From an optimization exercise on the open Yosys and OpenROAD flow, aimed at small area and a short achievable clock period; shortcuts taken in it are not production practice.
The RTL was checked by simulation tests, not by an equivalence proof against the original design.
Power figures rest on the tool's default switching activity, not on a simulated workload.

===== flow/standard.sh =====
#!/bin/bash
# synth_recipe.tcl (not shown) runs the flow's synth.tcl, then flattens the netlist and writes it again
# the make line also repeats each setting of config.mk as NAME=value (left out here)
make -C /OpenROAD-flow-scripts/flow DESIGN_CONFIG=/design/flow/config.mk WORK_HOME=/design/flow/orfs CLKGATE_MAP_FILE= SYNTH_SCRIPT=/design/flow/synth_recipe.tcl "${@:-finish}"

===== flow/config.mk =====
export PLATFORM = sky130hd
export DESIGN_NAME = chk4_accum
export DESIGN_NICKNAME = chk4_accum
export VERILOG_FILES = /design/flow/design.v
export SDC_FILE = /design/flow/constraint.sdc
export NUM_CORES = 4
export LEC_CHECK = 0
export CAP_MARGIN = 20
export CORE_MARGIN = 2
export CORE_UTILIZATION = 65
export CTS_BUF_LIST = sky130_fd_sc_hd__clkbuf_4 sky130_fd_sc_hd__clkbuf_8
export SLEW_MARGIN = 20
export SYNTH_HIERARCHICAL = 1
export SYNTH_MINIMUM_KEEP_SIZE = 0

===== flow/constraint.sdc =====
create_clock -name core_clock -period 28.0 [get_ports {clk}]
set_input_delay 5.6000 -clock core_clock [delete_from_list [all_inputs] [get_ports {clk}]]
set_output_delay 5.6000 -clock core_clock [all_outputs]
set_load 0.01 [all_outputs]

===== flow/design.v =====
module chk4_accum (
    input  wire        clk,
    input  wire        rst,         
    input  wire        init,        
    input  wire [2:0]  in_cnt,      
    input  wire [31:0] in_data,     
    output wire [31:0] chk_value,
    output wire [31:0] byte_count
);
    reg [18:0] ra;
    reg [19:0] rb;
    reg [15:0] ri;
    reg [31:0] bc;
    wire z  = rst | init;              
    wire nz = ~z;
    wire c4 = in_cnt[2] & ~rst;        
    wire c1 = in_cnt[0] & ~in_cnt[2] & ~rst;
    wire c2 = in_cnt[1] & ~in_cnt[2] & ~rst;
    wire h1 = c1 & ~c2;
    wire h2 = c2 & ~c1;
    wire h3 = c1 & c2;
    wire h4 = c4;
    wire h13 = c1;
    wire h23 = c2;
    wire h24 = h2 | h4;
    wire h34 = h3 | h4;
    wire e1 = h1 | h2 | h3 | h4;       
    wire e2 = h2 | h3 | h4;
    wire e3 = h3 | h4;
    wire e4 = h4;
    wire [2:0] k = {c4, c2, c1};
    wire g1 = h1 & nz;
    wire g2 = h2 & nz;
    wire g3 = h3 & nz;
    wire g4 = h4 & nz;
    wire g13 = h13 & nz;
    wire g23 = h23 & nz;
    wire g34 = h34 & nz;
    wire [3:0] ca = h4 ? (z ? 4'd10 : 4'd6) :
                    h3 ? (z ? 4'd6  : 4'd3) :
                    h2 ? (z ? 4'd3  : 4'd1) :
                    h1 ? (z ? 4'd1  : 4'd0) : 4'd0;
    wire [4:0] cb = h4 ? (z ? 5'd21 : 5'd10) :
                    h3 ? (z ? 5'd11 : 5'd4)  :
                    h2 ? (z ? 5'd5  : 5'd1)  :
                    h1 ? (z ? 5'd2  : 5'd0)  : (z ? 5'd1 : 5'd0);
    wire fa1, fa2;
    chk4_fa ufa1 (.a(ra[1]), .b(ra[16]), .c(ra[17]), .s(fa1), .co(fa2));
    wire fa3, fa4;
    chk4_fa ufa3 (.a(ra[2]), .b(ra[16]), .c(ra[17]), .s(fa3), .co(fa4));
    wire fa5, fa6;
    chk4_fa ufa5 (.a(ra[18]), .b(fa2), .c(fa3), .s(fa5), .co(fa6));
    wire fa7, fa8;
    chk4_fa ufa7 (.a(ra[3]), .b(ra[17]), .c(ra[18]), .s(fa7), .co(fa8));
    wire fa9, fa10;
    chk4_fa ufa9 (.a(fa4), .b(fa7), .c(fa6), .s(fa9), .co(fa10));
    wire fa11, fa12;
    chk4_fa ufa11 (.a(ra[4]), .b(ra[16]), .c(ra[18]), .s(fa11), .co(fa12));
    wire fa13, fa14;
    chk4_fa ufa13 (.a(fa8), .b(fa11), .c(fa10), .s(fa13), .co(fa14));
    wire fa15, fa16;
    chk4_fa ufa15 (.a(ra[5]), .b(ra[17]), .c(fa12), .s(fa15), .co(fa16));
    wire fa17, fa18;
    chk4_fa ufa17 (.a(ra[6]), .b(ra[18]), .c(fa16), .s(fa17), .co(fa18));
    wire fa19, fa20;
    chk4_ha ufa19 (.a(ra[0]), .b(ra[16]), .s(fa19), .co(fa20));
    wire fa21, fa22;
    chk4_ha ufa21 (.a(fa1), .b(fa20), .s(fa21), .co(fa22));
    wire fa23, fa24;
    chk4_ha ufa23 (.a(fa5), .b(fa22), .s(fa23), .co(fa24));
    wire fa25, fa26;
    chk4_ha ufa25 (.a(fa9), .b(fa24), .s(fa25), .co(fa26));
    wire fa27, fa28;
    chk4_ha ufa27 (.a(fa13), .b(fa26), .s(fa27), .co(fa28));
    wire fa29, fa30;
    chk4_fa ufa29 (.a(fa14), .b(fa15), .c(fa28), .s(fa29), .co(fa30));
    wire fa31, fa32;
    chk4_ha ufa31 (.a(fa17), .b(fa30), .s(fa31), .co(fa32));
    wire fa33, fa34;
    chk4_fa ufa33 (.a(ra[7]), .b(fa18), .c(fa32), .s(fa33), .co(fa34));
    wire fa35, fa36;
    chk4_ha ufa35 (.a(ra[8]), .b(fa34), .s(fa35), .co(fa36));
    wire fa37, fa38;
    chk4_ha ufa37 (.a(ra[9]), .b(fa36), .s(fa37), .co(fa38));
    wire fa39, fa40;
    chk4_ha ufa39 (.a(ra[10]), .b(fa38), .s(fa39), .co(fa40));
    wire fa41, fa42;
    chk4_ha ufa41 (.a(ra[11]), .b(fa40), .s(fa41), .co(fa42));
    wire fa43, fa44;
    chk4_ha ufa43 (.a(ra[12]), .b(fa42), .s(fa43), .co(fa44));
    wire fa45, fa46;
    chk4_ha ufa45 (.a(ra[13]), .b(fa44), .s(fa45), .co(fa46));
    wire fa47, fa48;
    chk4_ha ufa47 (.a(ra[14]), .b(fa46), .s(fa47), .co(fa48));
    wire fa49, fa50;
    chk4_ha ufa49 (.a(ra[15]), .b(fa48), .s(fa49), .co(fa50));
    wire [16:0] far = {fa50, fa49, fa47, fa45, fa43, fa41, fa39, fa37, fa35, fa33, fa31, fa29, fa27, fa25, fa23, fa21, fa19};
    wire fb1, fb2;
    chk4_fa ufb1 (.a(rb[1]), .b(rb[16]), .c(rb[17]), .s(fb1), .co(fb2));
    wire fb3, fb4;
    chk4_fa ufb3 (.a(rb[2]), .b(rb[16]), .c(rb[17]), .s(fb3), .co(fb4));
    wire fb5, fb6;
    chk4_fa ufb5 (.a(rb[18]), .b(fb2), .c(fb3), .s(fb5), .co(fb6));
    wire fb7, fb8;
    chk4_fa ufb7 (.a(rb[3]), .b(rb[17]), .c(rb[18]), .s(fb7), .co(fb8));
    wire fb9, fb10;
    chk4_fa ufb9 (.a(rb[19]), .b(fb4), .c(fb7), .s(fb9), .co(fb10));
    wire fb11, fb12;
    chk4_fa ufb11 (.a(rb[4]), .b(rb[16]), .c(rb[18]), .s(fb11), .co(fb12));
    wire fb13, fb14;
    chk4_fa ufb13 (.a(rb[19]), .b(fb8), .c(fb11), .s(fb13), .co(fb14));
    wire fb15, fb16;
    chk4_fa ufb15 (.a(rb[5]), .b(rb[17]), .c(rb[19]), .s(fb15), .co(fb16));
    wire fb17, fb18;
    chk4_fa ufb17 (.a(fb12), .b(fb15), .c(fb14), .s(fb17), .co(fb18));
    wire fb19, fb20;
    chk4_fa ufb19 (.a(rb[6]), .b(rb[18]), .c(fb16), .s(fb19), .co(fb20));
    wire fb21, fb22;
    chk4_fa ufb21 (.a(rb[7]), .b(rb[19]), .c(fb20), .s(fb21), .co(fb22));
    wire fb23, fb24;
    chk4_ha ufb23 (.a(rb[0]), .b(rb[16]), .s(fb23), .co(fb24));
    wire fb25, fb26;
    chk4_ha ufb25 (.a(fb1), .b(fb24), .s(fb25), .co(fb26));
    wire fb27, fb28;
    chk4_ha ufb27 (.a(fb5), .b(fb26), .s(fb27), .co(fb28));
    wire fb29, fb30;
    chk4_fa ufb29 (.a(fb6), .b(fb9), .c(fb28), .s(fb29), .co(fb30));
    wire fb31, fb32;
    chk4_fa ufb31 (.a(fb10), .b(fb13), .c(fb30), .s(fb31), .co(fb32));
    wire fb33, fb34;
    chk4_ha ufb33 (.a(fb17), .b(fb32), .s(fb33), .co(fb34));
    wire fb35, fb36;
    chk4_fa ufb35 (.a(fb18), .b(fb19), .c(fb34), .s(fb35), .co(fb36));
    wire fb37, fb38;
    chk4_ha ufb37 (.a(fb21), .b(fb36), .s(fb37), .co(fb38));
    wire fb39, fb40;
    chk4_fa ufb39 (.a(rb[8]), .b(fb22), .c(fb38), .s(fb39), .co(fb40));
    wire fb41, fb42;
    chk4_ha ufb41 (.a(rb[9]), .b(fb40), .s(fb41), .co(fb42));
    wire fb43, fb44;
    chk4_ha ufb43 (.a(rb[10]), .b(fb42), .s(fb43), .co(fb44));
    wire fb45, fb46;
    chk4_ha ufb45 (.a(rb[11]), .b(fb44), .s(fb45), .co(fb46));
    wire fb47, fb48;
    chk4_ha ufb47 (.a(rb[12]), .b(fb46), .s(fb47), .co(fb48));
    wire fb49, fb50;
    chk4_ha ufb49 (.a(rb[13]), .b(fb48), .s(fb49), .co(fb50));
    wire fb51, fb52;
    chk4_ha ufb51 (.a(rb[14]), .b(fb50), .s(fb51), .co(fb52));
    wire fb53, fb54;
    chk4_ha ufb53 (.a(rb[15]), .b(fb52), .s(fb53), .co(fb54));
    wire [16:0] fbr = {fb54, fb53, fb51, fb49, fb47, fb45, fb43, fb41, fb39, fb37, fb35, fb33, fb31, fb29, fb27, fb25, fb23};
    wire xa1, xa2;
    chk4_ha uxa1 (.a((nz & far[0])), .b((g13 & ri[0])), .s(xa1), .co(xa2));
    wire xa3, xa4;
    chk4_fa uxa3 (.a((nz & far[1])), .b(((g23 & ri[0]))), .c((g13 & ri[1])), .s(xa3), .co(xa4));
    wire xa5, xa6;
    chk4_ha uxa5 (.a(ca[1]), .b((e1 & in_data[1])), .s(xa5), .co(xa6));
    wire xa7, xa8;
    chk4_fa uxa7 (.a((nz & far[2])), .b(((g23 & ri[1]) | (g4 & ri[0]))), .c((g13 & ri[2])), .s(xa7), .co(xa8));
    wire xa9, xa10;
    chk4_fa uxa9 (.a(ca[2]), .b((e1 & in_data[2])), .c((e2 & in_data[10])), .s(xa9), .co(xa10));
    wire xa11, xa12;
    chk4_fa uxa11 (.a((nz & far[3])), .b(((g23 & ri[2]) | (g4 & ri[1]))), .c((g13 & ri[3])), .s(xa11), .co(xa12));
    wire xa13, xa14;
    chk4_fa uxa13 (.a(ca[3]), .b((e1 & in_data[3])), .c((e2 & in_data[11])), .s(xa13), .co(xa14));
    wire xa15, xa16;
    chk4_fa uxa15 (.a((nz & far[4])), .b(((g23 & ri[3]) | (g4 & ri[2]))), .c((g13 & ri[4])), .s(xa15), .co(xa16));
    wire xa17, xa18;
    chk4_ha uxa17 (.a((e1 & in_data[4])), .b((e2 & in_data[12])), .s(xa17), .co(xa18));
    wire xa19, xa20;
    chk4_fa uxa19 (.a((nz & far[5])), .b(((g23 & ri[4]) | (g4 & ri[3]))), .c((g13 & ri[5])), .s(xa19), .co(xa20));
    wire xa21, xa22;
    chk4_ha uxa21 (.a((e1 & in_data[5])), .b((e2 & in_data[13])), .s(xa21), .co(xa22));
    wire xa23, xa24;
    chk4_fa uxa23 (.a((nz & far[6])), .b(((g23 & ri[5]) | (g4 & ri[4]))), .c((g13 & ri[6])), .s(xa23), .co(xa24));
    wire xa25, xa26;
    chk4_ha uxa25 (.a((e1 & in_data[6])), .b((e2 & in_data[14])), .s(xa25), .co(xa26));
    wire xa27, xa28;
    chk4_fa uxa27 (.a((nz & far[7])), .b(((g23 & ri[6]) | (g4 & ri[5]))), .c((g13 & ri[7])), .s(xa27), .co(xa28));
    wire xa29, xa30;
    chk4_ha uxa29 (.a((e1 & in_data[7])), .b((e2 & in_data[15])), .s(xa29), .co(xa30));
    wire xa31, xa32;
    chk4_fa uxa31 (.a(ca[0]), .b((e1 & in_data[0])), .c((e2 & in_data[8])), .s(xa31), .co(xa32));
    wire xa33, xa34;
    chk4_fa uxa33 (.a((e2 & in_data[9])), .b((e3 & in_data[17])), .c((e4 & in_data[25])), .s(xa33), .co(xa34));
    wire xa35, xa36;
    chk4_ha uxa35 (.a(xa2), .b(xa5), .s(xa35), .co(xa36));
    wire xa37, xa38;
    chk4_fa uxa37 (.a((e3 & in_data[18])), .b((e4 & in_data[26])), .c(xa6), .s(xa37), .co(xa38));
    wire xa39, xa40;
    chk4_fa uxa39 (.a(xa4), .b(xa7), .c(xa9), .s(xa39), .co(xa40));
    wire xa41, xa42;
    chk4_fa uxa41 (.a((e3 & in_data[19])), .b((e4 & in_data[27])), .c(xa8), .s(xa41), .co(xa42));
    wire xa43, xa44;
    chk4_fa uxa43 (.a(xa10), .b(xa11), .c(xa13), .s(xa43), .co(xa44));
    wire xa45, xa46;
    chk4_fa uxa45 (.a((e3 & in_data[20])), .b((e4 & in_data[28])), .c(xa17), .s(xa45), .co(xa46));
    wire xa47, xa48;
    chk4_fa uxa47 (.a(xa12), .b(xa14), .c(xa15), .s(xa47), .co(xa48));
    wire xa49, xa50;
    chk4_fa uxa49 (.a((e3 & in_data[21])), .b((e4 & in_data[29])), .c(xa18), .s(xa49), .co(xa50));
    wire xa51, xa52;
    chk4_fa uxa51 (.a(xa21), .b(xa16), .c(xa19), .s(xa51), .co(xa52));
    wire xa53, xa54;
    chk4_fa uxa53 (.a((e3 & in_data[22])), .b((e4 & in_data[30])), .c(xa22), .s(xa53), .co(xa54));
    wire xa55, xa56;
    chk4_fa uxa55 (.a(xa25), .b(xa20), .c(xa23), .s(xa55), .co(xa56));
    wire xa57, xa58;
    chk4_fa uxa57 (.a((e3 & in_data[23])), .b((e4 & in_data[31])), .c(xa26), .s(xa57), .co(xa58));
    wire xa59, xa60;
    chk4_fa uxa59 (.a(xa29), .b(xa24), .c(xa27), .s(xa59), .co(xa60));
    wire xa61, xa62;
    chk4_fa uxa61 (.a((nz & far[8])), .b(((g23 & ri[7]) | (g4 & ri[6]))), .c((g13 & ri[8])), .s(xa61), .co(xa62));
    wire xa63, xa64;
    chk4_ha uxa63 (.a(xa30), .b(xa28), .s(xa63), .co(xa64));
    wire xa65, xa66;
    chk4_ha uxa65 (.a((nz & far[9])), .b(((g23 & ri[8]) | (g4 & ri[7]))), .s(xa65), .co(xa66));
    wire xa67, xa68;
    chk4_ha uxa67 (.a((e3 & in_data[16])), .b((e4 & in_data[24])), .s(xa67), .co(xa68));
    wire xa69, xa70;
    chk4_fa uxa69 (.a(xa32), .b(xa33), .c(xa3), .s(xa69), .co(xa70));
    wire xa71, xa72;
    chk4_fa uxa71 (.a(xa34), .b(xa36), .c(xa37), .s(xa71), .co(xa72));
    wire xa73, xa74;
    chk4_fa uxa73 (.a(xa38), .b(xa40), .c(xa41), .s(xa73), .co(xa74));
    wire xa75, xa76;
    chk4_fa uxa75 (.a(xa45), .b(xa42), .c(xa44), .s(xa75), .co(xa76));
    wire xa77, xa78;
    chk4_fa uxa77 (.a(xa46), .b(xa49), .c(xa48), .s(xa77), .co(xa78));
    wire xa79, xa80;
    chk4_fa uxa79 (.a(xa50), .b(xa53), .c(xa52), .s(xa79), .co(xa80));
    wire xa81, xa82;
    chk4_fa uxa81 (.a(xa54), .b(xa57), .c(xa56), .s(xa81), .co(xa82));
    wire xa83, xa84;
    chk4_fa uxa83 (.a(xa61), .b(xa58), .c(xa63), .s(xa83), .co(xa84));
    wire xa85, xa86;
    chk4_fa uxa85 (.a((g13 & ri[9])), .b(xa65), .c(xa62), .s(xa85), .co(xa86));
    wire xa87, xa88;
    chk4_fa uxa87 (.a((nz & far[10])), .b(((g23 & ri[9]) | (g4 & ri[8]))), .c((g13 & ri[10])), .s(xa87), .co(xa88));
    wire xa89, xa90;
    chk4_ha uxa89 (.a((nz & far[11])), .b(((g23 & ri[10]) | (g4 & ri[9]))), .s(xa89), .co(xa90));
    wire xa91, xa92;
    chk4_ha uxa91 (.a((nz & far[12])), .b(((g23 & ri[11]) | (g4 & ri[10]))), .s(xa91), .co(xa92));
    wire xa93, xa94;
    chk4_ha uxa93 (.a((nz & far[13])), .b(((g23 & ri[12]) | (g4 & ri[11]))), .s(xa93), .co(xa94));
    wire xa95, xa96;
    chk4_ha uxa95 (.a((nz & far[14])), .b(((g23 & ri[13]) | (g4 & ri[12]))), .s(xa95), .co(xa96));
    wire xa97, xa98;
    chk4_ha uxa97 (.a((nz & far[15])), .b(((g23 & ri[14]) | (g4 & ri[13]))), .s(xa97), .co(xa98));
    wire xa99, xa100;
    chk4_ha uxa99 (.a(xa67), .b(xa1), .s(xa99), .co(xa100));
    wire xa101, xa102;
    chk4_fa uxa101 (.a(xa68), .b(xa35), .c(xa69), .s(xa101), .co(xa102));
    wire xa103, xa104;
    chk4_fa uxa103 (.a(xa70), .b(xa39), .c(xa71), .s(xa103), .co(xa104));
    wire xa105, xa106;
    chk4_fa uxa105 (.a(xa43), .b(xa72), .c(xa73), .s(xa105), .co(xa106));
    wire xa107, xa108;
    chk4_fa uxa107 (.a(xa47), .b(xa74), .c(xa75), .s(xa107), .co(xa108));
    wire xa109, xa110;
    chk4_fa uxa109 (.a(xa51), .b(xa76), .c(xa77), .s(xa109), .co(xa110));
    wire xa111, xa112;
    chk4_fa uxa111 (.a(xa55), .b(xa78), .c(xa79), .s(xa111), .co(xa112));
    wire xa113, xa114;
    chk4_fa uxa113 (.a(xa59), .b(xa80), .c(xa81), .s(xa113), .co(xa114));
    wire xa115, xa116;
    chk4_fa uxa115 (.a(xa60), .b(xa83), .c(xa82), .s(xa115), .co(xa116));
    wire xa117, xa118;
    chk4_fa uxa117 (.a(xa64), .b(xa85), .c(xa84), .s(xa117), .co(xa118));
    wire xa119, xa120;
    chk4_fa uxa119 (.a(xa66), .b(xa87), .c(xa86), .s(xa119), .co(xa120));
    wire xa121, xa122;
    chk4_fa uxa121 (.a((g13 & ri[11])), .b(xa89), .c(xa88), .s(xa121), .co(xa122));
    wire xa123, xa124;
    chk4_fa uxa123 (.a((g13 & ri[12])), .b(xa90), .c(xa91), .s(xa123), .co(xa124));
    wire xa125, xa126;
    chk4_fa uxa125 (.a((g13 & ri[13])), .b(xa92), .c(xa93), .s(xa125), .co(xa126));
    wire xa127, xa128;
    chk4_fa uxa127 (.a((g13 & ri[14])), .b(xa94), .c(xa95), .s(xa127), .co(xa128));
    wire xa129, xa130;
    chk4_fa uxa129 (.a((g13 & ri[15])), .b(xa96), .c(xa97), .s(xa129), .co(xa130));
    wire xa131, xa132;
    chk4_fa uxa131 (.a((nz & far[16])), .b(((g23 & ri[15]) | (g4 & ri[14]))), .c(xa98), .s(xa131), .co(xa132));
    wire xa133, xa134;
    chk4_ha uxa133 (.a(xa99), .b(xa31), .s(xa133), .co(xa134));
    wire xa135, xa136;
    chk4_fa uxa135 (.a(xa100), .b(xa101), .c(xa134), .s(xa135), .co(xa136));
    wire xa137, xa138;
    chk4_fa uxa137 (.a(xa102), .b(xa103), .c(xa136), .s(xa137), .co(xa138));
    wire xa139, xa140;
    chk4_fa uxa139 (.a(xa104), .b(xa105), .c(xa138), .s(xa139), .co(xa140));
    wire xa141, xa142;
    chk4_fa uxa141 (.a(xa106), .b(xa107), .c(xa140), .s(xa141), .co(xa142));
    wire xa143, xa144;
    chk4_fa uxa143 (.a(xa108), .b(xa109), .c(xa142), .s(xa143), .co(xa144));
    wire xa145, xa146;
    chk4_fa uxa145 (.a(xa110), .b(xa111), .c(xa144), .s(xa145), .co(xa146));
    wire xa147, xa148;
    chk4_fa uxa147 (.a(xa112), .b(xa113), .c(xa146), .s(xa147), .co(xa148));
    wire xa149, xa150;
    chk4_ha uxa149 (.a(xa114), .b(xa115), .s(xa149), .co(xa150));
    wire xa151, xa152;
    chk4_fa uxa151 (.a(xa116), .b(xa117), .c(xa150), .s(xa151), .co(xa152));
    wire xa153, xa154;
    chk4_fa uxa153 (.a(xa118), .b(xa119), .c(xa152), .s(xa153), .co(xa154));
    wire xa155, xa156;
    chk4_fa uxa155 (.a(xa120), .b(xa121), .c(xa154), .s(xa155), .co(xa156));
    wire xa157, xa158;
    chk4_fa uxa157 (.a(xa122), .b(xa123), .c(xa156), .s(xa157), .co(xa158));
    wire xa159, xa160;
    chk4_fa uxa159 (.a(xa124), .b(xa125), .c(xa158), .s(xa159), .co(xa160));
    wire xa161 = ~(xa114 ^ xa115);
    wire xa162 = xa114 | xa115;
    wire xa163, xa164;
    chk4_fa uxa163 (.a(xa116), .b(xa117), .c(xa162), .s(xa163), .co(xa164));
    wire xa165, xa166;
    chk4_fa uxa165 (.a(xa118), .b(xa119), .c(xa164), .s(xa165), .co(xa166));
    wire xa167, xa168;
    chk4_fa uxa167 (.a(xa120), .b(xa121), .c(xa166), .s(xa167), .co(xa168));
    wire xa169, xa170;
    chk4_fa uxa169 (.a(xa122), .b(xa123), .c(xa168), .s(xa169), .co(xa170));
    wire xa171, xa172;
    chk4_fa uxa171 (.a(xa124), .b(xa125), .c(xa170), .s(xa171), .co(xa172));
    wire xa173 = xa148 ? xa161 : xa149;
    wire xa174 = xa148 ? xa163 : xa151;
    wire xa175 = xa148 ? xa165 : xa153;
    wire xa176 = xa148 ? xa167 : xa155;
    wire xa177 = xa148 ? xa169 : xa157;
    wire xa178 = xa148 ? xa171 : xa159;
    wire xa179 = xa160 | (xa148 & xa172);
    wire xa180, xa181;
    chk4_ha uxa180 (.a(xa126), .b(xa127), .s(xa180), .co(xa181));
    wire xa182, xa183;
    chk4_fa uxa182 (.a(xa128), .b(xa129), .c(xa181), .s(xa182), .co(xa183));
    wire xa184, xa185;
    chk4_fa uxa184 (.a(xa130), .b(xa131), .c(xa183), .s(xa184), .co(xa185));
    wire xa186, xa187;
    chk4_fa uxa186 (.a(xa132), .b(((g4 & ri[15]))), .c(xa185), .s(xa186), .co(xa187));
    wire xa188 = ~(xa126 ^ xa127);
    wire xa189 = xa126 | xa127;
    wire xa190, xa191;
    chk4_fa uxa190 (.a(xa128), .b(xa129), .c(xa189), .s(xa190), .co(xa191));
    wire xa192, xa193;
    chk4_fa uxa192 (.a(xa130), .b(xa131), .c(xa191), .s(xa192), .co(xa193));
    wire xa194, xa195;
    chk4_fa uxa194 (.a(xa132), .b(((g4 & ri[15]))), .c(xa193), .s(xa194), .co(xa195));
    wire xa196 = xa179 ? xa188 : xa180;
    wire xa197 = xa179 ? xa190 : xa182;
    wire xa198 = xa179 ? xa192 : xa184;
    wire xa199 = xa179 ? xa194 : xa186;
    wire xa200 = xa179 ? xa195 : xa187;
    wire [18:0] sa = {xa200, xa199, xa198, xa197, xa196, xa178, xa177, xa176, xa175, xa174, xa173, xa147, xa145, xa143, xa141, xa139, xa137, xa135, xa133};
    wire xb1, xb2;
    chk4_ha uxb1 (.a((nz & fbr[0])), .b((g13 & far[0])), .s(xb1), .co(xb2));
    wire xb3, xb4;
    chk4_fa uxb3 (.a((nz & fbr[1])), .b(((g23 & far[0]))), .c((g13 & far[1])), .s(xb3), .co(xb4));
    wire xb5, xb6;
    chk4_ha uxb5 (.a(((g1 & ri[1]) | (g2 & ri[0]))), .b(((g2 & ri[1]) | (g34 & ri[0]))), .s(xb5), .co(xb6));
    wire xb7, xb8;
    chk4_fa uxb7 (.a((nz & fbr[2])), .b(((g23 & far[1]) | (g4 & far[0]))), .c((g13 & far[2])), .s(xb7), .co(xb8));
    wire xb9, xb10;
    chk4_fa uxb9 (.a(((g1 & ri[2]) | (g2 & ri[1]) | (g3 & ri[0]))), .b(((g2 & ri[2]) | (g34 & ri[1]))), .c(cb[2]), .s(xb9), .co(xb10));
    wire xb11, xb12;
    chk4_fa uxb11 (.a((nz & fbr[3])), .b(((g23 & far[2]) | (g4 & far[1]))), .c((g13 & far[3])), .s(xb11), .co(xb12));
    wire xb13, xb14;
    chk4_fa uxb13 (.a(((g1 & ri[3]) | (g2 & ri[2]) | (g3 & ri[1]) | (g4 & ri[0]))), .b(((g2 & ri[3]) | (g34 & ri[2]))), .c(cb[3]), .s(xb13), .co(xb14));
    wire xb15, xb16;
    chk4_fa uxb15 (.a((nz & fbr[4])), .b(((g23 & far[3]) | (g4 & far[2]))), .c((g13 & far[4])), .s(xb15), .co(xb16));
    wire xb17, xb18;
    chk4_fa uxb17 (.a(((g1 & ri[4]) | (g2 & ri[3]) | (g3 & ri[2]) | (g4 & ri[1]))), .b(((g2 & ri[4]) | (g34 & ri[3]))), .c(cb[4]), .s(xb17), .co(xb18));
    wire xb19, xb20;
    chk4_fa uxb19 (.a((nz & fbr[5])), .b(((g23 & far[4]) | (g4 & far[3]))), .c((g13 & far[5])), .s(xb19), .co(xb20));
    wire xb21, xb22;
    chk4_ha uxb21 (.a(((g1 & ri[5]) | (g2 & ri[4]) | (g3 & ri[3]) | (g4 & ri[2]))), .b(((g2 & ri[5]) | (g34 & ri[4]))), .s(xb21), .co(xb22));
    wire xb23, xb24;
    chk4_fa uxb23 (.a((nz & fbr[6])), .b(((g23 & far[5]) | (g4 & far[4]))), .c((g13 & far[6])), .s(xb23), .co(xb24));
    wire xb25, xb26;
    chk4_ha uxb25 (.a(((g1 & ri[6]) | (g2 & ri[5]) | (g3 & ri[4]) | (g4 & ri[3]))), .b(((g2 & ri[6]) | (g34 & ri[5]))), .s(xb25), .co(xb26));
    wire xb27, xb28;
    chk4_fa uxb27 (.a((nz & fbr[7])), .b(((g23 & far[6]) | (g4 & far[5]))), .c((g13 & far[7])), .s(xb27), .co(xb28));
    wire xb29, xb30;
    chk4_ha uxb29 (.a(((g1 & ri[7]) | (g2 & ri[6]) | (g3 & ri[5]) | (g4 & ri[4]))), .b(((g2 & ri[7]) | (g34 & ri[6]))), .s(xb29), .co(xb30));
    wire xb31, xb32;
    chk4_ha uxb31 (.a((nz & fbr[8])), .b(((g23 & far[7]) | (g4 & far[6]))), .s(xb31), .co(xb32));
    wire xb33, xb34;
    chk4_fa uxb33 (.a(((g1 & ri[0]))), .b(((g2 & ri[0]))), .c(cb[0]), .s(xb33), .co(xb34));
    wire xb35, xb36;
    chk4_ha uxb35 (.a(((h1 & in_data[0]))), .b(((h2 & in_data[8]))), .s(xb35), .co(xb36));
    wire xb37, xb38;
    chk4_fa uxb37 (.a(cb[1]), .b(((h1 & in_data[1]) | (h23 & in_data[0]))), .c(((h2 & in_data[9]) | (h34 & in_data[8]))), .s(xb37), .co(xb38));
    wire xb39, xb40;
    chk4_fa uxb39 (.a(((h3 & in_data[1]) | (h4 & in_data[9]))), .b(((h3 & in_data[17]) | (h4 & in_data[16]))), .c((h4 & in_data[25])), .s(xb39), .co(xb40));
    wire xb41, xb42;
    chk4_ha uxb41 (.a(xb2), .b(xb5), .s(xb41), .co(xb42));
    wire xb43, xb44;
    chk4_fa uxb43 (.a(((h1 & in_data[2]) | (h23 & in_data[1]) | (h4 & in_data[0]))), .b(((h2 & in_data[10]) | (h34 & in_data[9]))), .c(((h3 & in_data[2]) | (h4 & in_data[10]))), .s(xb43), .co(xb44));
    wire xb45, xb46;
    chk4_fa uxb45 (.a(((h3 & in_data[18]) | (h4 & in_data[17]))), .b((h4 & in_data[26])), .c(xb6), .s(xb45), .co(xb46));
    wire xb47, xb48;
    chk4_fa uxb47 (.a(xb4), .b(xb7), .c(xb9), .s(xb47), .co(xb48));
    wire xb49, xb50;
    chk4_fa uxb49 (.a(((h1 & in_data[3]) | (h23 & in_data[2]) | (h4 & in_data[1]))), .b(((h2 & in_data[11]) | (h34 & in_data[10]))), .c(((h3 & in_data[3]) | (h4 & in_data[11]))), .s(xb49), .co(xb50));
    wire xb51, xb52;
    chk4_fa uxb51 (.a(((h3 & in_data[19]) | (h4 & in_data[18]))), .b((h4 & in_data[27])), .c(xb8), .s(xb51), .co(xb52));
    wire xb53, xb54;
    chk4_fa uxb53 (.a(xb10), .b(xb11), .c(xb13), .s(xb53), .co(xb54));
    wire xb55, xb56;
    chk4_fa uxb55 (.a(((h1 & in_data[4]) | (h23 & in_data[3]) | (h4 & in_data[2]))), .b(((h2 & in_data[12]) | (h34 & in_data[11]))), .c(((h3 & in_data[4]) | (h4 & in_data[12]))), .s(xb55), .co(xb56));
    wire xb57, xb58;
    chk4_fa uxb57 (.a(((h3 & in_data[20]) | (h4 & in_data[19]))), .b((h4 & in_data[28])), .c(xb12), .s(xb57), .co(xb58));
    wire xb59, xb60;
    chk4_fa uxb59 (.a(xb14), .b(xb15), .c(xb17), .s(xb59), .co(xb60));
    wire xb61, xb62;
    chk4_fa uxb61 (.a(((h1 & in_data[5]) | (h23 & in_data[4]) | (h4 & in_data[3]))), .b(((h2 & in_data[13]) | (h34 & in_data[12]))), .c(((h3 & in_data[5]) | (h4 & in_data[13]))), .s(xb61), .co(xb62));
    wire xb63, xb64;
    chk4_fa uxb63 (.a(((h3 & in_data[21]) | (h4 & in_data[20]))), .b((h4 & in_data[29])), .c(xb21), .s(xb63), .co(xb64));
    wire xb65, xb66;
    chk4_fa uxb65 (.a(xb16), .b(xb18), .c(xb19), .s(xb65), .co(xb66));
    wire xb67, xb68;
    chk4_fa uxb67 (.a(((h1 & in_data[6]) | (h23 & in_data[5]) | (h4 & in_data[4]))), .b(((h2 & in_data[14]) | (h34 & in_data[13]))), .c(((h3 & in_data[6]) | (h4 & in_data[14]))), .s(xb67), .co(xb68));
    wire xb69, xb70;
    chk4_fa uxb69 (.a(((h3 & in_data[22]) | (h4 & in_data[21]))), .b((h4 & in_data[30])), .c(xb22), .s(xb69), .co(xb70));
    wire xb71, xb72;
    chk4_fa uxb71 (.a(xb25), .b(xb20), .c(xb23), .s(xb71), .co(xb72));
    wire xb73, xb74;
    chk4_fa uxb73 (.a(((h1 & in_data[7]) | (h23 & in_data[6]) | (h4 & in_data[5]))), .b(((h2 & in_data[15]) | (h34 & in_data[14]))), .c(((h3 & in_data[7]) | (h4 & in_data[15]))), .s(xb73), .co(xb74));
    wire xb75, xb76;
    chk4_fa uxb75 (.a(((h3 & in_data[23]) | (h4 & in_data[22]))), .b((h4 & in_data[31])), .c(xb26), .s(xb75), .co(xb76));
    wire xb77, xb78;
    chk4_fa uxb77 (.a(xb29), .b(xb24), .c(xb27), .s(xb77), .co(xb78));
    wire xb79, xb80;
    chk4_fa uxb79 (.a((g13 & far[8])), .b(((g1 & ri[8]) | (g2 & ri[7]) | (g3 & ri[6]) | (g4 & ri[5]))), .c(((g2 & ri[8]) | (g34 & ri[7]))), .s(xb79), .co(xb80));
    wire xb81, xb82;
    chk4_fa uxb81 (.a(((h23 & in_data[7]) | (h4 & in_data[6]))), .b(((h34 & in_data[15]))), .c(((h4 & in_data[23]))), .s(xb81), .co(xb82));
    wire xb83, xb84;
    chk4_fa uxb83 (.a(xb30), .b(xb31), .c(xb28), .s(xb83), .co(xb84));
    wire xb85, xb86;
    chk4_fa uxb85 (.a((nz & fbr[9])), .b(((g23 & far[8]) | (g4 & far[7]))), .c((g13 & far[9])), .s(xb85), .co(xb86));
    wire xb87, xb88;
    chk4_fa uxb87 (.a(((g1 & ri[9]) | (g2 & ri[8]) | (g3 & ri[7]) | (g4 & ri[6]))), .b(((g2 & ri[9]) | (g34 & ri[8]))), .c(((h4 & in_data[7]))), .s(xb87), .co(xb88));
    wire xb89, xb90;
    chk4_ha uxb89 (.a((nz & fbr[10])), .b(((g23 & far[9]) | (g4 & far[8]))), .s(xb89), .co(xb90));
    wire xb91, xb92;
    chk4_fa uxb91 (.a(((h3 & in_data[0]) | (h4 & in_data[8]))), .b(((h3 & in_data[16]))), .c((h4 & in_data[24])), .s(xb91), .co(xb92));
    wire xb93, xb94;
    chk4_fa uxb93 (.a(xb36), .b(xb34), .c(xb37), .s(xb93), .co(xb94));
    wire xb95, xb96;
    chk4_ha uxb95 (.a(xb39), .b(xb3), .s(xb95), .co(xb96));
    wire xb97, xb98;
    chk4_fa uxb97 (.a(xb38), .b(xb40), .c(xb43), .s(xb97), .co(xb98));
    wire xb99, xb100;
    chk4_fa uxb99 (.a(xb42), .b(xb45), .c(xb47), .s(xb99), .co(xb100));
    wire xb101, xb102;
    chk4_fa uxb101 (.a(xb44), .b(xb49), .c(xb46), .s(xb101), .co(xb102));
    wire xb103, xb104;
    chk4_fa uxb103 (.a(xb48), .b(xb51), .c(xb53), .s(xb103), .co(xb104));
    wire xb105, xb106;
    chk4_fa uxb105 (.a(xb50), .b(xb55), .c(xb52), .s(xb105), .co(xb106));
    wire xb107, xb108;
    chk4_fa uxb107 (.a(xb54), .b(xb57), .c(xb59), .s(xb107), .co(xb108));
    wire xb109, xb110;
    chk4_fa uxb109 (.a(xb56), .b(xb61), .c(xb63), .s(xb109), .co(xb110));
    wire xb111, xb112;
    chk4_fa uxb111 (.a(xb58), .b(xb60), .c(xb65), .s(xb111), .co(xb112));
    wire xb113, xb114;
    chk4_fa uxb113 (.a(xb62), .b(xb67), .c(xb64), .s(xb113), .co(xb114));
    wire xb115, xb116;
    chk4_fa uxb115 (.a(xb69), .b(xb66), .c(xb71), .s(xb115), .co(xb116));
    wire xb117, xb118;
    chk4_fa uxb117 (.a(xb68), .b(xb73), .c(xb70), .s(xb117), .co(xb118));
    wire xb119, xb120;
    chk4_fa uxb119 (.a(xb75), .b(xb72), .c(xb77), .s(xb119), .co(xb120));
    wire xb121, xb122;
    chk4_fa uxb121 (.a(xb74), .b(xb79), .c(xb81), .s(xb121), .co(xb122));
    wire xb123, xb124;
    chk4_fa uxb123 (.a(xb76), .b(xb78), .c(xb83), .s(xb123), .co(xb124));
    wire xb125, xb126;
    chk4_fa uxb125 (.a(xb32), .b(xb80), .c(xb82), .s(xb125), .co(xb126));
    wire xb127, xb128;
    chk4_fa uxb127 (.a(xb85), .b(xb87), .c(xb84), .s(xb127), .co(xb128));
    wire xb129, xb130;
    chk4_fa uxb129 (.a((g13 & far[10])), .b(((g1 & ri[10]) | (g2 & ri[9]) | (g3 & ri[8]) | (g4 & ri[7]))), .c(((g2 & ri[10]) | (g34 & ri[9]))), .s(xb129), .co(xb130));
    wire xb131, xb132;
    chk4_fa uxb131 (.a(xb89), .b(xb86), .c(xb88), .s(xb131), .co(xb132));
    wire xb133, xb134;
    chk4_fa uxb133 (.a((nz & fbr[11])), .b(((g23 & far[10]) | (g4 & far[9]))), .c((g13 & far[11])), .s(xb133), .co(xb134));
    wire xb135, xb136;
    chk4_fa uxb135 (.a(((g1 & ri[11]) | (g2 & ri[10]) | (g3 & ri[9]) | (g4 & ri[8]))), .b(((g2 & ri[11]) | (g34 & ri[10]))), .c(xb90), .s(xb135), .co(xb136));
    wire xb137, xb138;
    chk4_fa uxb137 (.a((nz & fbr[12])), .b(((g23 & far[11]) | (g4 & far[10]))), .c((g13 & far[12])), .s(xb137), .co(xb138));
    wire xb139, xb140;
    chk4_ha uxb139 (.a(((g1 & ri[12]) | (g2 & ri[11]) | (g3 & ri[10]) | (g4 & ri[9]))), .b(((g2 & ri[12]) | (g34 & ri[11]))), .s(xb139), .co(xb140));
    wire xb141, xb142;
    chk4_fa uxb141 (.a((nz & fbr[13])), .b(((g23 & far[12]) | (g4 & far[11]))), .c((g13 & far[13])), .s(xb141), .co(xb142));
    wire xb143, xb144;
    chk4_ha uxb143 (.a(((g1 & ri[13]) | (g2 & ri[12]) | (g3 & ri[11]) | (g4 & ri[10]))), .b(((g2 & ri[13]) | (g34 & ri[12]))), .s(xb143), .co(xb144));
    wire xb145, xb146;
    chk4_fa uxb145 (.a((nz & fbr[14])), .b(((g23 & far[13]) | (g4 & far[12]))), .c((g13 & far[14])), .s(xb145), .co(xb146));
    wire xb147, xb148;
    chk4_ha uxb147 (.a(((g1 & ri[14]) | (g2 & ri[13]) | (g3 & ri[12]) | (g4 & ri[11]))), .b(((g2 & ri[14]) | (g34 & ri[13]))), .s(xb147), .co(xb148));
    wire xb149, xb150;
    chk4_fa uxb149 (.a((nz & fbr[15])), .b(((g23 & far[14]) | (g4 & far[13]))), .c((g13 & far[15])), .s(xb149), .co(xb150));
    wire xb151, xb152;
    chk4_ha uxb151 (.a(((g1 & ri[15]) | (g2 & ri[14]) | (g3 & ri[13]) | (g4 & ri[12]))), .b(((g2 & ri[15]) | (g34 & ri[14]))), .s(xb151), .co(xb152));
    wire xb153, xb154;
    chk4_fa uxb153 (.a((nz & fbr[16])), .b(((g23 & far[15]) | (g4 & far[14]))), .c((g13 & far[16])), .s(xb153), .co(xb154));
    wire xb155, xb156;
    chk4_ha uxb155 (.a(((g2 & ri[15]) | (g3 & ri[14]) | (g4 & ri[13]))), .b(((g34 & ri[15]))), .s(xb155), .co(xb156));
    wire xb157, xb158;
    chk4_ha uxb157 (.a(xb35), .b(xb1), .s(xb157), .co(xb158));
    wire xb159, xb160;
    chk4_fa uxb159 (.a(xb92), .b(xb41), .c(xb95), .s(xb159), .co(xb160));
    wire xb161, xb162;
    chk4_fa uxb161 (.a(xb96), .b(xb94), .c(xb97), .s(xb161), .co(xb162));
    wire xb163, xb164;
    chk4_fa uxb163 (.a(xb98), .b(xb101), .c(xb100), .s(xb163), .co(xb164));
    wire xb165, xb166;
    chk4_fa uxb165 (.a(xb102), .b(xb105), .c(xb104), .s(xb165), .co(xb166));
    wire xb167, xb168;
    chk4_fa uxb167 (.a(xb109), .b(xb106), .c(xb108), .s(xb167), .co(xb168));
    wire xb169, xb170;
    chk4_fa uxb169 (.a(xb110), .b(xb113), .c(xb112), .s(xb169), .co(xb170));
    wire xb171, xb172;
    chk4_fa uxb171 (.a(xb114), .b(xb117), .c(xb116), .s(xb171), .co(xb172));
    wire xb173, xb174;
    chk4_fa uxb173 (.a(xb121), .b(xb118), .c(xb120), .s(xb173), .co(xb174));
    wire xb175, xb176;
    chk4_fa uxb175 (.a(xb122), .b(xb125), .c(xb124), .s(xb175), .co(xb176));
    wire xb177, xb178;
    chk4_fa uxb177 (.a(xb129), .b(xb126), .c(xb131), .s(xb177), .co(xb178));
    wire xb179, xb180;
    chk4_fa uxb179 (.a(xb130), .b(xb133), .c(xb135), .s(xb179), .co(xb180));
    wire xb181, xb182;
    chk4_fa uxb181 (.a(xb139), .b(xb134), .c(xb137), .s(xb181), .co(xb182));
    wire xb183, xb184;
    chk4_fa uxb183 (.a(xb140), .b(xb143), .c(xb138), .s(xb183), .co(xb184));
    wire xb185, xb186;
    chk4_fa uxb185 (.a(xb144), .b(xb147), .c(xb142), .s(xb185), .co(xb186));
    wire xb187, xb188;
    chk4_fa uxb187 (.a(xb148), .b(xb151), .c(xb146), .s(xb187), .co(xb188));
    wire xb189, xb190;
    chk4_fa uxb189 (.a(xb152), .b(xb155), .c(xb150), .s(xb189), .co(xb190));
    wire xb191, xb192;
    chk4_fa uxb191 (.a(((g23 & far[16]) | (g4 & far[15]))), .b(((g3 & ri[15]) | (g4 & ri[14]))), .c(xb156), .s(xb191), .co(xb192));
    wire xb193, xb194;
    chk4_ha uxb193 (.a(xb91), .b(xb33), .s(xb193), .co(xb194));
    wire xb195, xb196;
    chk4_fa uxb195 (.a(xb158), .b(xb93), .c(xb159), .s(xb195), .co(xb196));
    wire xb197, xb198;
    chk4_fa uxb197 (.a(xb160), .b(xb161), .c(xb99), .s(xb197), .co(xb198));
    wire xb199, xb200;
    chk4_fa uxb199 (.a(xb162), .b(xb103), .c(xb163), .s(xb199), .co(xb200));
    wire xb201, xb202;
    chk4_fa uxb201 (.a(xb107), .b(xb164), .c(xb165), .s(xb201), .co(xb202));
    wire xb203, xb204;
    chk4_fa uxb203 (.a(xb111), .b(xb166), .c(xb167), .s(xb203), .co(xb204));
    wire xb205, xb206;
    chk4_fa uxb205 (.a(xb115), .b(xb168), .c(xb169), .s(xb205), .co(xb206));
    wire xb207, xb208;
    chk4_fa uxb207 (.a(xb119), .b(xb170), .c(xb171), .s(xb207), .co(xb208));
    wire xb209, xb210;
    chk4_fa uxb209 (.a(xb123), .b(xb172), .c(xb173), .s(xb209), .co(xb210));
    wire xb211, xb212;
    chk4_fa uxb211 (.a(xb127), .b(xb174), .c(xb175), .s(xb211), .co(xb212));
    wire xb213, xb214;
    chk4_fa uxb213 (.a(xb128), .b(xb177), .c(xb176), .s(xb213), .co(xb214));
    wire xb215, xb216;
    chk4_fa uxb215 (.a(xb132), .b(xb179), .c(xb178), .s(xb215), .co(xb216));
    wire xb217, xb218;
    chk4_fa uxb217 (.a(xb136), .b(xb181), .c(xb180), .s(xb217), .co(xb218));
    wire xb219, xb220;
    chk4_fa uxb219 (.a(xb141), .b(xb182), .c(xb183), .s(xb219), .co(xb220));
    wire xb221, xb222;
    chk4_fa uxb221 (.a(xb145), .b(xb184), .c(xb185), .s(xb221), .co(xb222));
    wire xb223, xb224;
    chk4_fa uxb223 (.a(xb149), .b(xb186), .c(xb187), .s(xb223), .co(xb224));
    wire xb225, xb226;
    chk4_fa uxb225 (.a(xb153), .b(xb188), .c(xb189), .s(xb225), .co(xb226));
    wire xb227, xb228;
    chk4_fa uxb227 (.a(xb154), .b(xb191), .c(xb190), .s(xb227), .co(xb228));
    wire xb229, xb230;
    chk4_fa uxb229 (.a(((g4 & far[16]))), .b(((g4 & ri[15]))), .c(xb192), .s(xb229), .co(xb230));
    wire xb231, xb232;
    chk4_ha uxb231 (.a(xb193), .b(xb157), .s(xb231), .co(xb232));
    wire xb233, xb234;
    chk4_fa uxb233 (.a(xb194), .b(xb195), .c(xb232), .s(xb233), .co(xb234));
    wire xb235, xb236;
    chk4_fa uxb235 (.a(xb196), .b(xb197), .c(xb234), .s(xb235), .co(xb236));
    wire xb237, xb238;
    chk4_fa uxb237 (.a(xb198), .b(xb199), .c(xb236), .s(xb237), .co(xb238));
    wire xb239, xb240;
    chk4_fa uxb239 (.a(xb200), .b(xb201), .c(xb238), .s(xb239), .co(xb240));
    wire xb241, xb242;
    chk4_fa uxb241 (.a(xb202), .b(xb203), .c(xb240), .s(xb241), .co(xb242));
    wire xb243, xb244;
    chk4_fa uxb243 (.a(xb204), .b(xb205), .c(xb242), .s(xb243), .co(xb244));
    wire xb245, xb246;
    chk4_fa uxb245 (.a(xb206), .b(xb207), .c(xb244), .s(xb245), .co(xb246));
    wire xb247, xb248;
    chk4_ha uxb247 (.a(xb208), .b(xb209), .s(xb247), .co(xb248));
    wire xb249, xb250;
    chk4_fa uxb249 (.a(xb210), .b(xb211), .c(xb248), .s(xb249), .co(xb250));
    wire xb251, xb252;
    chk4_fa uxb251 (.a(xb212), .b(xb213), .c(xb250), .s(xb251), .co(xb252));
    wire xb253, xb254;
    chk4_fa uxb253 (.a(xb214), .b(xb215), .c(xb252), .s(xb253), .co(xb254));
    wire xb255, xb256;
    chk4_fa uxb255 (.a(xb216), .b(xb217), .c(xb254), .s(xb255), .co(xb256));
    wire xb257, xb258;
    chk4_fa uxb257 (.a(xb218), .b(xb219), .c(xb256), .s(xb257), .co(xb258));
    wire xb259 = ~(xb208 ^ xb209);
    wire xb260 = xb208 | xb209;
    wire xb261, xb262;
    chk4_fa uxb261 (.a(xb210), .b(xb211), .c(xb260), .s(xb261), .co(xb262));
    wire xb263, xb264;
    chk4_fa uxb263 (.a(xb212), .b(xb213), .c(xb262), .s(xb263), .co(xb264));
    wire xb265, xb266;
    chk4_fa uxb265 (.a(xb214), .b(xb215), .c(xb264), .s(xb265), .co(xb266));
    wire xb267, xb268;
    chk4_fa uxb267 (.a(xb216), .b(xb217), .c(xb266), .s(xb267), .co(xb268));
    wire xb269, xb270;
    chk4_fa uxb269 (.a(xb218), .b(xb219), .c(xb268), .s(xb269), .co(xb270));
    wire xb271 = xb246 ? xb259 : xb247;
    wire xb272 = xb246 ? xb261 : xb249;
    wire xb273 = xb246 ? xb263 : xb251;
    wire xb274 = xb246 ? xb265 : xb253;
    wire xb275 = xb246 ? xb267 : xb255;
    wire xb276 = xb246 ? xb269 : xb257;
    wire xb277 = xb258 | (xb246 & xb270);
    wire xb278, xb279;
    chk4_ha uxb278 (.a(xb220), .b(xb221), .s(xb278), .co(xb279));
    wire xb280, xb281;
    chk4_fa uxb280 (.a(xb222), .b(xb223), .c(xb279), .s(xb280), .co(xb281));
    wire xb282, xb283;
    chk4_fa uxb282 (.a(xb224), .b(xb225), .c(xb281), .s(xb282), .co(xb283));
    wire xb284, xb285;
    chk4_fa uxb284 (.a(xb226), .b(xb227), .c(xb283), .s(xb284), .co(xb285));
    wire xb286, xb287;
    chk4_fa uxb286 (.a(xb228), .b(xb229), .c(xb285), .s(xb286), .co(xb287));
    wire xb288, xb289;
    chk4_ha uxb288 (.a(xb230), .b(xb287), .s(xb288), .co(xb289));
    wire xb290 = ~(xb220 ^ xb221);
    wire xb291 = xb220 | xb221;
    wire xb292, xb293;
    chk4_fa uxb292 (.a(xb222), .b(xb223), .c(xb291), .s(xb292), .co(xb293));
    wire xb294, xb295;
    chk4_fa uxb294 (.a(xb224), .b(xb225), .c(xb293), .s(xb294), .co(xb295));
    wire xb296, xb297;
    chk4_fa uxb296 (.a(xb226), .b(xb227), .c(xb295), .s(xb296), .co(xb297));
    wire xb298, xb299;
    chk4_fa uxb298 (.a(xb228), .b(xb229), .c(xb297), .s(xb298), .co(xb299));
    wire xb300, xb301;
    chk4_ha uxb300 (.a(xb230), .b(xb299), .s(xb300), .co(xb301));
    wire xb302 = xb277 ? xb290 : xb278;
    wire xb303 = xb277 ? xb292 : xb280;
    wire xb304 = xb277 ? xb294 : xb282;
    wire xb305 = xb277 ? xb296 : xb284;
    wire xb306 = xb277 ? xb298 : xb286;
    wire xb307 = xb277 ? xb300 : xb288;
    wire [19:0] sb = {xb307, xb306, xb305, xb304, xb303, xb302, xb276, xb275, xb274, xb273, xb272, xb271, xb245, xb243, xb241, xb239, xb237, xb235, xb233, xb231};
    wire [3:0]  lo = {1'b0, bc[2:0] & {3{nz}}} + {1'b0, k};
    wire [31:0] cc;                    
    wire [31:0] cs;                    
    wire p0 = &bc[10:3];
    wire p1 = &bc[18:11];
    wire p2 = &bc[26:19];
    assign cc[3]  = lo[3];
    assign cc[11] = lo[3] & p0;
    assign cc[19] = lo[3] & p0 & p1;
    assign cc[27] = lo[3] & p0 & p1 & p2;
    genvar j;
    generate
        for (j = 3; j < 32; j = j + 1) begin : inc
            wire co;
            chk4_ha u (.a(bc[j]), .b(cc[j]), .s(cs[j]), .co(co));
            if (j != 10 && j != 18 && j != 26 && j != 31) begin : rip
                assign cc[j + 1] = co;
            end
        end
    endgenerate
    assign cc[2:0] = 3'd0;
    assign cs[2:0] = lo[2:0];
    wire [31:0] nbc = {cs[31:3] & {29{nz}}, lo[2:0]};
    wire [3:0]  ilo = {1'b0, ri[2:1] & {2{nz}}, ri[0] | z} + {1'b0, k};
    wire [16:3] ic;                    
    wire [15:3] is;
    assign ic[3] = ilo[3];
    generate
        for (j = 3; j < 16; j = j + 1) begin : iinc
            chk4_ha u (.a(ri[j]), .b(ic[j]), .s(is[j]), .co(ic[j + 1]));
        end
    endgenerate
    wire        iw = ic[16];           
    wire [4:0]  iwl = {3'd0, ilo[1:0]} + 5'd23;
    wire [15:0] ni = iw ? {11'd0, iwl} : {is[15:3] & {13{nz}}, ilo[2:0]};
    wire ga = far[16] | ((&far[15:5]) & (far[4:0] >= 5'd9));
    wire gb = fbr[16] | ((&fbr[15:5]) & (fbr[4:0] >= 5'd9));
    wire [10:0] ta = {1'b0, far[9:0]} + 11'd23;
    wire [10:0] tb = {1'b0, fbr[9:0]} + 11'd23;
    wire [15:0] oa = ga ? {6'd0, ta[9:0]} : far[15:0];
    wire [15:0] ob = gb ? {6'd0, tb[9:0]} : fbr[15:0];
    assign chk_value  = {oa, ob};
    assign byte_count = bc;
    always @(posedge clk) begin
        ra <= sa;
        rb <= sb;
        ri <= ni;
        bc <= nbc;
    end
endmodule
module chk4_fa (input wire a, input wire b, input wire c, output wire s, output wire co);
    assign s  = a ^ b ^ c;
    assign co = (a & b) | (a & c) | (b & c);
endmodule
module chk4_ha (input wire a, input wire b, output wire s, output wire co);
    assign s  = a ^ b;
    assign co = a & b;
endmodule

===== flow/flow/run.sh =====
#!/bin/bash
# The standard layout (standard.sh, all steps), with the port buffers placed
# by flow/ports.tcl before global placement instead of by the standard call,
# and timing repair asked to leave a setup margin (the clock and constraints
# are unchanged).
set -euo pipefail
here=$(pwd)
export DONT_BUFFER_PORTS=1
export PRE_GLOBAL_PLACE_TCL="$here/flow/ports.tcl"
export SETUP_SLACK_MARGIN=18
bash standard.sh > "$here/standard.log" 2>&1

===== flow/flow/ports.tcl =====
# Port buffers (in place of the standard flow's single buffer_ports call):
# every input and every output port still gets its own buffer, but with a
# plain buffer cell of a suitable size instead of the default delay buffer.
buffer_ports -inputs -buffer_cell sky130_fd_sc_hd__buf_2
buffer_ports -outputs -buffer_cell sky130_fd_sc_hd__buf_1

==> run summary, run 1 <==
outcome no timing/DRC/antenna violations; number of global-route vias before repair ~8900; htree depth 3; largest net degree at the start of global routing between 60 and 70; top post-synthesis cells by area fa_1 39%, dfxtp_1 15%, ha_1 14%; Detailed Route WL 31200 µm; proportion of synthesized area in mux cells 0.0259; overflow left after global routing 0; Clk network pwr share 0.154; endpoints failing setup 0; Pins Over Slew Limit 0; kind of capture point of the worst setup path primary output; clock edge transition at the registers on the reported setup and hold paths about 0.11 ns; combined area of all synthesized cells between 10000 and 15000 µm²; switching fraction of total power 0.443; CP startpoint kind register; worst slew slack as a fraction of its limit 0.460; number of instances in the synthesized netlist roughly 1000; non-filler cells, final around 1300; worst path arrival time around 6.3 ns; starting DRC count in detailed routing approximately 800; areal power density over the cells about 47 nW/µm²; flip-flop and latch count after synthesis 87; synth unique cells 49; max-cap viol count 0; die height 136 µm; remaining antenna violation count 0; final number of hold-violating endpoints 0; Top Family by Delay on Critical Path adder cells; most used standard cells in the synthesized netlist 223 x fa_1, 125 x ha_1, 123 x and2_1; sw power about 270 µW; RSZ-0062 raised after global routing true; number of buffers between clock root and the deepest sink 2; power share of the sequential group 0.256; fraction of layout instances using a drive strength above 1 0.239; CTS buffer count 9; count of buffering cells on the critical path with inverters included 2; Sink Count 87; combinational family with the most area after synthesis adder cells; initial antenna violation count 0; master of the slowest instance on the critical path fa_1; diodes inserted 0; pre-CTS setup slack 15.67 ns; final weighted congestion in routability-driven placement between 0.9 and 1; EDFF count, synth 0; nets in the synthesized netlist between 1000 and 1500; effective utilization at floorplan 0.661; clock latency at the later pin of the worst-skew pair roughly 0.40 ns; combinational power share 0.591; Total Nets Final approximately 1400; vias 8196; average wire length per cell after detail routing between 20 and 25 µm; min cycle time layout 11.90 ns; synthesized-area fraction occupied by adder cells 0.529; Synth Area in Simple Gates 0.143; maximum clock skew at final layout ~0.011 ns; placeable core region approximately 17000 µm²; xor/xnor share of the synthesized area 0.0146; std cell rows 48; number of port buffers 98; fraction of synthesis flops using an asynchronous set or reset pin 0; length of the first detailed-routing pass in iterations 9; via density per instance ~6.5; synthesized area divided by synthesized cell count about 11 µm²; Ys Warns 7; Synth Area in Compound Gates 0.0910; aggregate global-route resource usage 0.352; overall power consumption approximately 600 µW; worst stage delay on the critical path ~0.49 ns; Most common cell on crit path ha_4; Hold Path Class register to register; core occupancy in the finished layout 0.751; overall die width approximately 140 µm; estimated wirelength of the detail-placed design 23700 µm; final worst-path setup slack between 15 and 20 ns; maximum fanout encountered on the critical timing path 5; share of the yosys chip area belonging to registers 0.153; signed area change from the synthesized netlist to the final layout 13.7%; IO Pins around 100; Data required, critical path between 20 and 25 ns; share of the cycle needed by the critical path after routing 0.425; top cell type's share of synthesized area 0.392; DRC 0; clock tree from TritonCTS done; first-pass GRT wire length between 40000 and 50000 µm; prevailing post-synth register cell dfxtp_1; Root Driver clkbuf_8; worst slew pin tran 0.804 ns; worst-case vdd ir drop 0.0484 mV; critical path, cell by cell fa_1 -> fa_2 -> fa_2 -> fa_1 -> ha_2 -> fa_2 -> ha_4 -> fa_2 -> ha_4 -> ha_4 -> ha_4 -> ha_4 -> ha_4 -> ha_4 -> ha_4 -> ha_4 -> nand4_1 -> buf_4 -> a2111oi_4 -> buf_6 -> o211ai_1 -> xnor2_2; startpoint-to-endpoint class of the critical path register to primary output; highest achievable clock rate between 0.08 and 0.09 GHz; Static Leak 0.00659 µW; Placed Cells incl. Taps ~1200; cell with the most instances after synthesis fa_1; die footprint 18600 µm²; cell taking the most area after synthesis fa_1; number of hold buffers added after cts 0; total internal power between 300 and 400 µW; Setup TNS Final 0 ns
what timing repair did:
action,in CTS,in global routing
pin swaps,81,46
resized for setup,115,17
buffers inserted,45,17
endpoints found under the setup margin,62,71
cloned,7,0
final cells by class:
class / count / area, µm²
well taps: 225 / 282
flip-flops and latches: 87 / 1760
multi-input cells: 814 / 9860
repair buffers: 69 / 653
clock inverters: 7 / 86.3
clock buffers: 9 / 124
inverters: 42 / 175
fillers: 1157 / 4290
repair inverters: 2 / 8.76
worst paths after layout:
kind / slack, ns / end / cells after the start / from
max: 16.10 / chk_value[22] / 22 / ra[17]
min: 0.68 / bc[0] / 2 / bc[0]
max reg2reg: 19.39 / rb[16] / 23 / ra[17]
min reg2reg: 0.68 / bc[0] / 2 / bc[0]
Yosys stat by module (local to each module, per instance):
module      copies in the design  flops+latches  cells
chk4_ha                      109              0      1
chk4_fa                      222              0      1
chk4_accum                     1             87    671
stage by stage:
| step | area (µm²) | hold WS, ns |
|---|---|---|
| floorplan | 11700 | 0.544 |
| global placement | 11700 | 0.640 |
| detailed placement | 11700 | 0.651 |
| CTS | 12800 | 0.681 |
| global route | 12900 | 0.700 |
| finish | 12900 | 0.675 |
worst min-delay path, stage by stage (launching register included):
cell and delay [ns]:
dfxtp_1 0.40, and2_1 0.15, ha_1 0.11
layer usage:
| layer | part of all wire | GRT usage |
|---|---|---|
| met1 | 0.37 | 0.432 |
| met4 | 0.048 | 0.160 |
| met5 | 0 | 0 |
| met3 | 0.085 | 0.0932 |
| met2 | 0.50 | 0.585 |
power by group through the flow:
stage,Combinational [µW],Clock (µW),Sequential (µW)
2_1_floorplan,224,0,155
3_3_place_gp,310,0,158
3_5_place_dp,315,0,158
4_1_cts,347,95.7,156
5_1_grt,386,101,158
6_report,360,93.7,156
cells in the final DEF (no fill, tap or decap), types with 31 or more instances in the layout:
master	Yosys	final
a22o_1	55	55
and2_1	123	110
and3_1	33	31
buf_4	6	41
dfxtp_1	87	82
fa_1	223	180
fa_2	0	43
ha_1	125	103
inv_1	40	38
nand2_1	62	62
flip-flops by register name (all words and copies together), names as in the netlist:
register  count
rb           20
bc           32
ra           19
ri           16
kinds of logic (layout without fill, tap and decap cells):
| group | Yosys count | after routing |
|---|---|---|
| DFF | 87 | 87 |
| adders and majority gates | 348 | 348 |
| xor gates and xnor gates | 19 | 19 |
| AOI/OAI and AO/OA | 128 | 128 |
| buffers and inverters | 104 | 129 |
| and+or+nand+nor | 289 | 292 |
| muxes | 27 | 27 |
==> run 2: changes to the inputs <==
==> flow/run.sh (new file) <==
#!/bin/bash
# synth_recipe.tcl (not shown) runs the flow's synth.tcl, then flattens the netlist and writes it again
# the make line also repeats each setting of config.mk as NAME=value (left out here)
make -C /OpenROAD-flow-scripts/flow DESIGN_CONFIG=/design/flow/config.mk WORK_HOME=/design/flow/orfs CLKGATE_MAP_FILE= SYNTH_SCRIPT=/design/flow/synth_recipe.tcl finish
removed: flow/flow/run.sh
removed: flow/flow/ports.tcl
removed: flow/standard.sh
==> run summary, run 2 <==
clock latency at the later pin of the worst-skew pair about 0.40 ns; maximum fanout encountered on the critical timing path 32; std cell rows 48; count of buffers added by post-CTS timing repair for setup 0; top post-synthesis cells by area fa_1 39%, dfxtp_1 15%, ha_1 14%; IO Pins approximately 100; estimated wirelength of the detail-placed design roughly 23000 µm; CTS buffer count 9; Ys Warns 7; average wire length per cell after detail routing between 20 and 25 µm; EDFF count, synth 0; Static Leak approximately 0.0066 µW; largest net degree at the start of global routing 63; worst slew pin tran approximately 0.90 ns; count of cells resized by post-cts repair 0; fraction of layout instances using a drive strength above 1 0.0555; overall die width around 140 µm; DRC 0; prevailing post-synth register cell dfxtp_1; RSZ-0062 raised after global routing false; starting DRC count in detailed routing 620; remaining antenna violation count 0; vias between 8000 and 9000; top cell type's share of synthesized area 0.392; min cycle time layout between 10 and 15 ns; nets in the synthesized netlist about 1400; combined area of all synthesized cells 11400 µm²; highest achievable clock rate approximately 0.073 GHz; areal power density over the cells between 40 and 50 nW/µm²; final number of hold-violating endpoints 0; share of the yosys chip area belonging to registers 0.153; startpoint-to-endpoint class of the critical path input port to register; synth unique cells 49; effective utilization at floorplan 0.661; CP startpoint kind input port; maximum clock skew at final layout between 0.02 and 0.025 ns; Root Driver clkbuf_8; largest registers bc (32), rb (20), ra (19); most common cell after layout, fill and taps aside fa_1; placeable core region approximately 17000 µm²; flip-flop and latch count after synthesis 87; Placed Cells incl. Taps about 1300; htree depth 3; worst path arrival time 13.91 ns; first-pass GRT wire length approximately 45000 µm; cell with the most instances after synthesis fa_1; number of global-route vias before repair about 8400; final weighted congestion in routability-driven placement about 0.93; fraction of synthesis flops using an asynchronous set or reset pin 0; Detailed Route WL approximately 29000 µm; max-cap viol count 0; die height approximately 140 µm; share of the cycle needed by the critical path after routing 0.487; Largest Register bc; signed area change from the synthesized netlist to the final layout 10.8%; Setup TNS Final 0 ns; synthesized area divided by synthesized cell count 11.4 µm²; aggregate global-route resource usage 0.327; clock edge transition at the registers on the reported setup and hold paths between 0.1 and 0.15 ns; number of hold buffers added after cts 0; flip-flop count of the largest register after layout 32; worst slew slack as a fraction of its limit 0.403; overflow left after global routing 0; initial antenna violation count 0; via density per instance 6.26; number of instances in the synthesized netlist ~1000; worst-case vdd ir drop 0.0558 mV; clock tree from TritonCTS done; Hold Path Class register to register; endpoints failing setup 0; Pins Over Slew Limit 0; number of buffers between clock root and the deepest sink 2; cell taking the most area after synthesis fa_1; kind of capture point of the worst setup path register; Total Nets Final 1444; diodes inserted 0; outcome no timing/DRC/antenna violations; number of port buffers a little over 100; most used standard cells in the synthesized netlist 223 x fa_1, 125 x ha_1, 123 x and2_1; non-filler cells, final ~1300; commonest cells after routing, fill and taps aside 223 x fa_1, 125 x ha_1, 123 x and2_1, 101 x clkdlybuf4s50_1, 87 x dfxtp_1; Data required, critical path about 28 ns; length of the first detailed-routing pass in iterations 8; die footprint ~19000 µm²; Sink Count 87
## run 2: cell counts after synthesis
Identical to the previous run, type by type.
## run 2: Yosys stat by module (local to each module, per instance)
module | area (µm²) | times used
chk4_accum | 5580 | 1
chk4_fa | 20.0 | 222
chk4_ha | 12.5 | 109
## run 2: kinds of logic (layout without fill, tap and decap cells)
| kind of cell | Yosys count | count (layout) | share of synthesized area |
|---|---|---|---|
| flops | 87 | 87 | 0.153 |
| fa+ha+maj | 348 | 348 | 0.529 |
| compound gates | 128 | 128 | 0.0910 |
| buf+inv | 104 | 165 | 0.0427 |
| mux | 27 | 27 | 0.0259 |
| simple gates | 289 | 289 | 0.143 |
| xor+xnor | 19 | 19 | 0.0146 |
## run 2: where the power goes
| group | internal [µW] | total, µW | switching, µW |
|---|---|---|---|
| sequential | 144 | 154 | 10.7 |
| combinational | 153 | 333 | 181 |
| clock | 43.2 | 99.3 | 56.2 |
| total | 339 | 587 | 248 |
## run 2: final cells by class
class / count / area [µm²]
clock buffers: 9 / 124
clock inverters: 7 / 85.1
fillers: 1273 / 4620
inverters: 42 / 160
multi-input cells: 811 / 9170
flip-flops and latches: 87 / 1740
well taps: 225 / 282
repair buffers: 107 / 1060
## run 2: layer usage
| metal | track usage | vias up | part of all wire |
|---|---|---|---|
| met2 | 0.518 | 379 | 0.48 |
| met4 | 0.136 | 0 | 0.039 |
| met5 | 0 | - | 0 |
| met3 | 0.0723 | 72 | 0.084 |
| li1 | - | 3525 | - |
| met1 | 0.437 | 4083 | 0.40 |
## run 2: path summary, 6_finish.rpt
kind | from | end | slack [ns] | depth (start not counted)
worst min-delay path | bc[30] | bc[30] | 0.59 | 2
worst max-delay path | rst | rb[16] | 14.37 | 18
worst min register to register | bc[30] | bc[30] | 0.59 | 2
worst max register to register | ra[16] | rb[16] | 18.38 | 24
## run 2: stage by stage
step / power (µW) / setup WS, ns / hold WS [ns] / utilization / instance area, µm²
floorplan: 364 / 15.80 / 0.544 / - / 11400
global placement: 480 / 14.27 / 0.565 / 0.720 / 12400
detailed placement: 490 / 14.03 / 0.562 / 0.720 / 12400
CTS: 590 / 14.45 / 0.592 / 0.732 / 12600
global route: 630 / 14.13 / 0.620 / 0.732 / 12600
finish: 587 / 14.37 / 0.590 / 0.732 / 12600
## run 2: critical path, cell delays in order
cell and delay, ns:
clkdlybuf4s50_1 0.77, or3b_1 0.74, inv_4 0.34, and2_1 0.65, a22o_1 0.25, fa_1 0.43
ha_1 0.32, fa_1 0.50, fa_1 0.43, fa_1 0.42, fa_1 0.39, fa_1 0.39
fa_1 0.38, fa_1 0.39, fa_1 0.39, fa_1 0.54, a21oi_1 0.55, mux2_2 0.40

port drivers added, routing unchanged:
The flow's constraints put no driver on any port. The routed layouts listed below were extracted and timed again, unchanged, in two steps. Step 1 (the two cells are an assumption about what drives the block):
set clk [get_ports {clk}]
set_driving_cell -lib_cell sky130_fd_sc_hd__clkbuf_16 $clk
set_driving_cell -lib_cell sky130_fd_sc_hd__buf_2 [delete_from_list [all_inputs] $clk]
Step 2 moves the port delays by t, midway between the first and last clock arrival at a register: inputs arrive t later, outputs are due t later. That takes back most of the time a late clock gives input paths. a / b / c = ideal ports / drivers / drivers and shift; a / b = the first two.
| run | t (ns) | setup WS [ns] | latest minus earliest clock arrival (ns) |
|---|---|---|---|
| run 1 | 0.435 | 16.105 / 16.061 / 15.980 | 0.013 / 0.013 |
| run 2 | 0.430 | 14.375 / 14.379 / 13.949 | 0.020 / 0.020 |
After both steps every run listed still meets setup and hold. For run 2, which loses most, drivers alone change the setup slack by +0.004 ns; drivers and shift together by -0.426 ns.
